Context: an optimization exercise on an open-source flow, tuned for small area, a short achievable clock period and few clock cycles per item. The choices shown serve that exercise and are no tape-out recipe. At most, simulation tests tie the RTL to the original design; equivalence was not proved.

== run A ==
## jlfe_xxtea
module jlfe_xxtea (
    input  wire         clk,
    input  wire         rst,           
    input  wire         cmd_valid,
    output wire         cmd_ready,
    input  wire         cmd_decrypt,   
    input  wire [3:0]   cmd_nm1,       
    input  wire [127:0] cmd_key,       
    input  wire         in_valid,
    output wire         in_ready,
    input  wire [31:0]  in_data,
    output wire         out_valid,
    input  wire         out_ready,
    output wire [31:0]  out_data,
    output wire         out_last
);
    localparam [1:0] S_IDLE = 2'd0,    
                     S_LOAD = 2'd1,    
                     S_PREF = 2'd2,    
                     S_RUN  = 2'd3;    
    reg  [1:0]   state;
    reg          dec;
    reg  [3:0]   nm1;
    reg  [127:0] key;
    reg  [31:0]  v [0:15];
    reg  [3:0]   li;          
    reg  [3:0]   P;           
    reg  [3:0]   PN;          
    reg  [3:0]   PNN;         
    reg  [2:0]   m;           
    reg  [31:0]  W;           
    reg  [31:0]  Y;           
    reg  [31:0]  Z;           
    reg  [31:0]  KW;          
    reg  [31:0]  S;           
    reg          wpend;       
    reg  [3:0]   PP;          
    reg          cdec;        
    reg          LS;          
    reg          cr;          
    reg          ir;          
    reg          olast;       
  ...
Size: about 3400 cells after synthesis, about 830 flip-flops, about 210 I/O pins.
Settings: LEC_CHECK=0, CAP_MARGIN=20, CORE_MARGIN=2, CORE_UTILIZATION=40, CTS_CLUSTER_DIAMETER=80, CTS_CLUSTER_SIZE=20, PLACE_DENSITY=0.6, SLEW_MARGIN=20; clock period 12.0 ns.
standard.sh (not shown) runs the stock make flow with config.mk's settings and CLKGATE_MAP_FILE= SYNTH_SCRIPT=/design/flow/synth_recipe.tcl, a recipe that flattens the netlist after the stock synthesis.
==> flow/flow/run.sh <==
#!/bin/bash
# The standard synthesis and layout. The only change: the timing repair
# passes aim for more setup slack than the clock period needs, on the worst
# paths only, so they keep speeding up the mixing loop.
set -euo pipefail
bash standard.sh synth > synth.log 2>&1
bash standard.sh SETUP_SLACK_MARGIN=9 TNS_END_PERCENT=0 SKIP_GATE_CLONING=1 finish > layout.log 2>&1
Run A was carried through to the last stage, and its layout satisfied the timing, design-rule and antenna checks.
Testbench counts of run A, summed over its fixed seeds: cycles 25,541, words 3,474.
[inputs] run B vs run A
- swapping 0.6 for 0.72 in PLACE_DENSITY
==> flow/flow/run.sh <==
#!/bin/bash
# The standard synthesis and layout, with two changes: the timing repair
# passes aim for more setup slack than the clock period needs, on the worst
# paths only, so they keep speeding up the mixing loop; and the buffer put
# on every input and output port is a plain buf_1.
set -euo pipefail
bash standard.sh synth > synth.log 2>&1
bash standard.sh SETUP_SLACK_MARGIN=9 TNS_END_PERCENT=0 SKIP_GATE_CLONING=1 \
    "BUFFER_PORTS_ARGS=-buffer_cell sky130_fd_sc_hd__buf_1" finish > layout.log 2>&1
Results
Diff run A and run B: placed standard-cell area higher in run A. Of the two values seen for capture point of the worst path, W[29] was produced by run A and W[17] by run B. Run B: utilization after layout 1.3 points below run A. Comparing met3 track demand over resource in global routing for run A and run B, the smaller number came from run A. Run A reports its highest routed metal layer as met4 while run B reports met5. Re vias after detailed routing: run A and run B aren't equal, and the lower value belongs to run A. Slew of the pin with the lowest slew margin was lower in run B than in run A. Between run A and run B, the flow reports met2 wirelength from detailed routing increasing slightly. Run B ends up with a share of cell area taken by flip-flops and latches that is 1.5 points higher than in run A. Diff run A -> run B: number of buffers on the longest clock path stayed essentially flat, overall routing resource usage fell by 0.25 points.
Input-level comparison between run C and run B:
- swapping 0.72 for 0.6 in PLACE_DENSITY
- clearing CTS_CLUSTER_SIZE, which used to be 20
- clearing CTS_CLUSTER_DIAMETER, which used to be 80
==> flow/run.sh (new file) <==
#!/bin/bash
# synth_recipe.tcl (not shown) runs the flow's synth.tcl, then flattens the netlist and writes it again
# the make line also repeats each setting of config.mk as NAME=value (left out here)
make -C /OpenROAD-flow-scripts/flow DESIGN_CONFIG=/design/flow/config.mk WORK_HOME=/design/flow/orfs CLKGATE_MAP_FILE= SYNTH_SCRIPT=/design/flow/synth_recipe.tcl finish
removed: flow/flow/run.sh
removed: flow/standard.sh
[summary]
The most used routing layer in global routing comes out met1 in one run and met2 in the other, namely in run C and run B respectively. Lower count of H-tree levels built during CTS was reported by run B, not run C. Compared with run B, in run C non-clock buffer count went down by 16, total wire length after detailed routing was more or less identical. Run C vs. run B: post-layout instance count excluding filler cells grew by 77; final critical-path setup slack shrank by 1200 ps. Cell area after layout on run C is behind run B. Run C vs run B on non-clock buffer area fraction after layout: run C is the higher one.
diff inputs: run C => run D
- CTS_CLUSTER_SIZE newly set to 20
- CTS_CLUSTER_DIAMETER newly set to 80
==> flow/flow/run.sh (new file) <==
#!/bin/bash
# The standard synthesis and layout, with two changes: the timing repair
# passes aim for more setup slack than the clock period needs, on the worst
# paths only, so they keep speeding up the mixing loop; and the buffer put
# on every input and output port is a plain buf_1.
set -euo pipefail
bash standard.sh synth > synth.log 2>&1
bash standard.sh SETUP_SLACK_MARGIN=9 TNS_END_PERCENT=5 SKIP_GATE_CLONING=1 \
    "BUFFER_PORTS_ARGS=-buffer_cell sky130_fd_sc_hd__buf_1" finish > layout.log 2>&1
==> flow/standard.sh (new file) <==
#!/bin/bash
# synth_recipe.tcl (not shown) runs the flow's synth.tcl, then flattens the netlist and writes it again
# the make line also repeats each setting of config.mk as NAME=value (left out here)
make -C /OpenROAD-flow-scripts/flow DESIGN_CONFIG=/design/flow/config.mk WORK_HOME=/design/flow/orfs CLKGATE_MAP_FILE= SYNTH_SCRIPT=/design/flow/synth_recipe.tcl "${@:-finish}"
removed: flow/run.sh
Results
Side by side, signed area change from the synthesized netlist to the final layout turned out higher in run D than in run C. Relative to run C, final area has gone up in run D. Core utilization: run D higher than run C. Initial antenna violation count (higher): run D. Run D leaves more setup margin than run C. Re minimum setup slack among reg-to-reg paths: run D is 1150 ps up on run C. Higher global-route usage over all layers among run C and run D: run D.

jlfe_xxtea, a different RTL version from the one above (not shown whole).
Size in the first run: roughly 4000 cells after synthesis, ~810 flip-flops, ~210 I/O pins.
==> flow/config.mk <==
export PLATFORM = sky130hd
export DESIGN_NAME = jlfe_xxtea
export DESIGN_NICKNAME = jlfe_xxtea
export VERILOG_FILES = /design/flow/design.v
export SDC_FILE = /design/flow/constraint.sdc
export NUM_CORES = 4
export LEC_CHECK = 0
export CAP_MARGIN = 20
export CORE_MARGIN = 2
export CORE_UTILIZATION = 40
export PLACE_DENSITY = 0.6
export SLEW_MARGIN = 20
==> flow/constraint.sdc <==
create_clock -name core_clock -period 12.0 [get_ports {clk}]
set_input_delay 2.4000 -clock core_clock [delete_from_list [all_inputs] [get_ports {clk}]]
set_output_delay 2.4000 -clock core_clock [all_outputs]
set_load 0.01 [all_outputs]
run.sh (not shown) runs the stock make flow with config.mk's settings and CLKGATE_MAP_FILE= SYNTH_SCRIPT=/design/flow/synth_recipe.tcl, a recipe that flattens the netlist after the stock synthesis.
Stock flow here: none of the scripts above is used.
Rerun with:
SETUP_SLACK_MARGIN = 5   (was default)
The changed run produced a clean layout.
Via count increases by 0.83%.
Design area is about the same.
Utilization hardly moves.
Routed wire length barely changes.
Cell count barely changes.
Area after synthesis is unchanged.
Setup slack improves by 0.27 ns.
Global-route usage is about the same.
Function was not checked in any run of this note: the RTL went through the layout flow alone.

jlfe_xxtea with an RTL version that a note above also has.
Size in the first run: about 3400 cells after synthesis, roughly 210 I/O pins, ~42000 sq um of cells after synthesis.
Settings: LEC_CHECK=0, CAP_MARGIN=20, CORE_MARGIN=2, CORE_UTILIZATION=40, CTS_CLUSTER_DIAMETER=80, CTS_CLUSTER_SIZE=20, PLACE_DENSITY=0.6, SLEW_MARGIN=20; clock period 12.0 ns.
standard.sh (not shown) runs the stock make flow with config.mk's settings and CLKGATE_MAP_FILE= SYNTH_SCRIPT=/design/flow/synth_recipe.tcl, a recipe that flattens the netlist after the stock synthesis.
==> flow/flow/run.sh <==
#!/bin/bash
# The standard synthesis and layout, with two changes: the timing repair
# passes aim for more setup slack than the clock period needs, on the worst
# paths only, so they keep speeding up the mixing loop; and the buffer put
# on every input and output port is a plain buf_1.
set -euo pipefail
bash standard.sh synth > synth.log 2>&1
bash standard.sh SETUP_SLACK_MARGIN=9 TNS_END_PERCENT=0 SKIP_GATE_CLONING=1 \
    "BUFFER_PORTS_ARGS=-buffer_cell sky130_fd_sc_hd__buf_1" finish > layout.log 2>&1
The starting point finished clean.
Testbench counts at the start, summed over its fixed seeds: cycles 25,541, words 3,474.
Change:
==> flow/flow/run.sh (replaced) <==
#!/bin/bash
# The standard synthesis and layout. The only change: the timing repair
# passes aim for more setup slack than the clock period needs, on the worst
# paths only, so they keep speeding up the mixing loop.
set -euo pipefail
bash standard.sh synth > synth.log 2>&1
bash standard.sh SETUP_SLACK_MARGIN=7 TNS_END_PERCENT=0 SKIP_GATE_CLONING=1 finish > layout.log 2>&1
CTS_CLUSTER_DIAMETER = unset   (was 80)
CTS_CLUSTER_SIZE = unset   (was 20)
=> Setup slack gets worse by 0.074 ns. Die area stays the same. Wire length came out lower by a few percent. Synthesized cell count does not change. Register-to-register slack loses 0.07 ns. Via count came out lower slightly. Fmax goes down slightly. Global-route usage goes down by 0.70 points. Count of clock-buffer cells in the layout rises by 58.

## job 8228
Another version of the RTL of jlfe_xxtea (not shown whole).
Size in the first run: about 860 flip-flops, roughly 210 I/O pins.
// jlfe_xxtea
module jlfe_xxtea (
    input  wire         clk,
    input  wire         rst,           
    input  wire         cmd_valid,
    output wire         cmd_ready,
    input  wire         cmd_decrypt,   
    input  wire [3:0]   cmd_nm1,       
    input  wire [127:0] cmd_key,       
    input  wire         in_valid,
    output wire         in_ready,
    input  wire [31:0]  in_data,
    output wire         out_valid,
    input  wire         out_ready,
    output wire [31:0]  out_data,
    output wire         out_last
);
Settings: LEC_CHECK=0, CAP_MARGIN=20, CORE_MARGIN=2, CORE_UTILIZATION=55, CTS_CLUSTER_DIAMETER=80, CTS_CLUSTER_SIZE=20, PLACE_DENSITY=0.7, SLEW_MARGIN=20; clock period 12.0 ns.
==> flow/flow/run.sh <==
#!/bin/bash
# The standard synthesis and layout. The only change: the timing repair
# passes aim for more setup slack than the clock period needs, on the worst
# paths only, so they keep speeding up the mixing loop.
set -euo pipefail
bash standard.sh synth > synth.log 2>&1
bash standard.sh SETUP_SLACK_MARGIN=9 TNS_END_PERCENT=0 SKIP_GATE_CLONING=1 finish > layout.log 2>&1
Job 8228 completed; timing, DRC and antenna clean
Setup changes, job 8228 to job 7343
- CORE_UTILIZATION changed from 55 to 40
- PLACE_DENSITY changed from 0.7 to 0.6
[summary]
- Number of antenna violations at the first check in global routing, job 7343 and job 8228: lower on job 8228
- Against job 8228 as the reference, job 7343 delivers a lower vias per cell.
- The lower required time reported for the critical path endpoint came out of job 8228.
- Worst setup slack delta (job 7343 − job 8228): favourable
- Die area: job 7343 higher than job 8228
- On job 7343: met1 wire length is 5.8 mm higher than what job 8228 gave.
- Final antenna diode count came out higher on job 7343 than on job 8228.
- From job 8228 to job 7343, cell count along the critical path did not move at all.
- Summary — placement-stage worst setup slack, job 7343 relative to job 8228: lower, by 0.015 ns.
diff inputs: job 7343 => job 7464
==> flow/flow/run.sh <==
#!/bin/bash
# The standard synthesis and layout, with two changes: the timing repair
# passes aim for more setup slack than the clock period needs, on the worst
# paths only, so they keep speeding up the mixing loop; and the buffer put
# on every input and output port is a plain buf_1.
set -euo pipefail
bash standard.sh synth > synth.log 2>&1
bash standard.sh SETUP_SLACK_MARGIN=9 TNS_END_PERCENT=0 SKIP_GATE_CLONING=1 \
    "BUFFER_PORTS_ARGS=-buffer_cell sky130_fd_sc_hd__buf_1" finish > layout.log 2>&1
### Flow results
- Final antenna diode count: job 7464 vs job 7343 up 2
- [compare] base=job 7343 new=job 7464: global-route wire length before repair held; area overhead of the layout relative to synthesis went down 3.8 points.
- Compared with job 7343, job 7464 shows non-clock buffer count lower by 28.
- Critical path endpoint = Y[28]: job 7343; critical path endpoint = W[31]: job 7464
- Taking job 7343 as the reference, in job 7464 worst hold slack up 0.0083 ns; sequential share of layout area up 1.7 points.
No run of this note included a check of the RTL's function; only the layout flow was run.

== the previous run ==
Another version of the RTL of jlfe_xxtea (not shown whole).
Size in the first run: about 3300 cells after synthesis, roughly 42000 µm² of cells after synthesis.
Settings: LEC_CHECK=0, CAP_MARGIN=20, CORE_MARGIN=2, CORE_UTILIZATION=50, CTS_CLUSTER_DIAMETER=80, CTS_CLUSTER_SIZE=20, PLACE_DENSITY=0.65, SLEW_MARGIN=20; clock period 12.0 ns.
run.sh (not shown) runs the stock make flow with config.mk's settings and CLKGATE_MAP_FILE= SYNTH_SCRIPT=/design/flow/synth_recipe.tcl, a recipe that flattens the netlist after the stock synthesis.
Stock flow here: none of the scripts above is used.
Having completed the whole flow, the previous run delivered a layout that passed the timing, design-rule and antenna checks.
> inputs changed (the previous run -> the current run)
diff --git a/flow/config.mk b/flow/config.mk
--- a/flow/config.mk
+++ b/flow/config.mk
@@ -8,7 +8,5 @@
 export CAP_MARGIN = 20
 export CORE_MARGIN = 2
-export CORE_UTILIZATION = 50
-export CTS_CLUSTER_DIAMETER = 80
-export CTS_CLUSTER_SIZE = 20
-export PLACE_DENSITY = 0.65
+export CORE_UTILIZATION = 40
+export PLACE_DENSITY = 0.6
 export SLEW_MARGIN = 20
### Flow results
Compared with the previous run, in the current run wire length rose about 3%; proportion of final cell area spent on non-clock buffers neither gained nor lost much.
Looking at highest routed metal layer, the met5 result is from the current run; the met4 one comes from the previous run.
The current run ended up with sky130_fd_sc_hd__edfxtp_1 as its slowest cell on the critical path; the previous run ended up with sky130_fd_sc_hd__a2111oi_0.
Function was not checked in any run of this note: the RTL went through the layout flow alone.

==> separate check: timing with driven ports <==
The flow's constraints put no driver on any port. The routed layouts listed below were extracted and timed again, unchanged, in two steps. Step 1 sets driving cells, clkbuf_16 on the clock port and buf_2 on the other inputs (assumed; they add their load-dependent delay and slew). Step 2 times the ports against the registers' clock, not the clock port: input delays grow and output delays shrink by t, the midpoint of the rising clock arrivals with the driver on. Three values: ideal ports, drivers, drivers and shift; two values: the first two.
| run | t (ns) | slack for setup (ns) | hold WS [ns] | slew at the worst register clock pin (ns) | pins driven straight from the clock port |
|---|---|---|---|---|---|
| run A | 0.743 | 6.882 / 6.882 / 6.226 | 0.552 / 0.552 / 0.552 | 0.09 / 0.09 | 1 |
| run B | 0.720 | 6.944 / 6.944 / 6.578 | 0.546 / 0.546 / 0.546 | 0.09 / 0.09 | 1 |
| run C | 0.723 | 5.749 / 5.749 / 5.749 | 0.543 / 0.543 / 0.543 | 0.06 / 0.06 | 1 |
| run D | 0.742 | 6.894 / 6.894 / 6.894 | 0.537 / 0.537 / 0.537 | 0.09 / 0.09 | 1 |
| the first run of note 2 | 0.743 | 4.950 / 4.950 / 4.950 | 0.554 / 0.554 / 0.554 | 0.07 / 0.07 | 1 |
| the second run of note 2 | 0.742 | 5.223 / 5.223 / 5.223 | 0.555 / 0.555 / 0.555 | 0.07 / 0.07 | 1 |
| the first run of note 3 | 0.742 | 6.853 / 6.853 / 6.562 | 0.526 / 0.526 / 0.526 | 0.09 / 0.09 | 1 |
| the second run of note 3 | 0.727 | 6.780 / 6.780 / 6.098 | 0.551 / 0.551 / 0.551 | 0.07 / 0.07 | 1 |
| job 8228 | 0.712 | 6.945 / 6.945 / 6.460 | 0.497 / 0.497 / 0.497 | 0.09 / 0.09 | 1 |
| job 7343 | 0.758 | 6.993 / 6.993 / 6.392 | 0.486 / 0.486 / 0.486 | 0.09 / 0.09 | 1 |
| job 7464 | 0.755 | 6.925 / 6.925 / 6.289 | 0.495 / 0.495 / 0.495 | 0.10 / 0.10 | 1 |
| the previous run | 0.707 | 5.665 / 5.607 / 5.665 | 0.540 / 0.540 / 0.540 | 0.09 / 0.09 | 1 |
| the current run | 0.728 | 5.850 / 5.782 / 5.916 | 0.530 / 0.530 / 0.530 | 0.07 / 0.07 | 1 |
After both steps setup and hold are still met in every run listed. The setup slack of the second run of note 3, which loses most, moves by 0.000 ns with the drivers and by -0.682 ns with both steps.
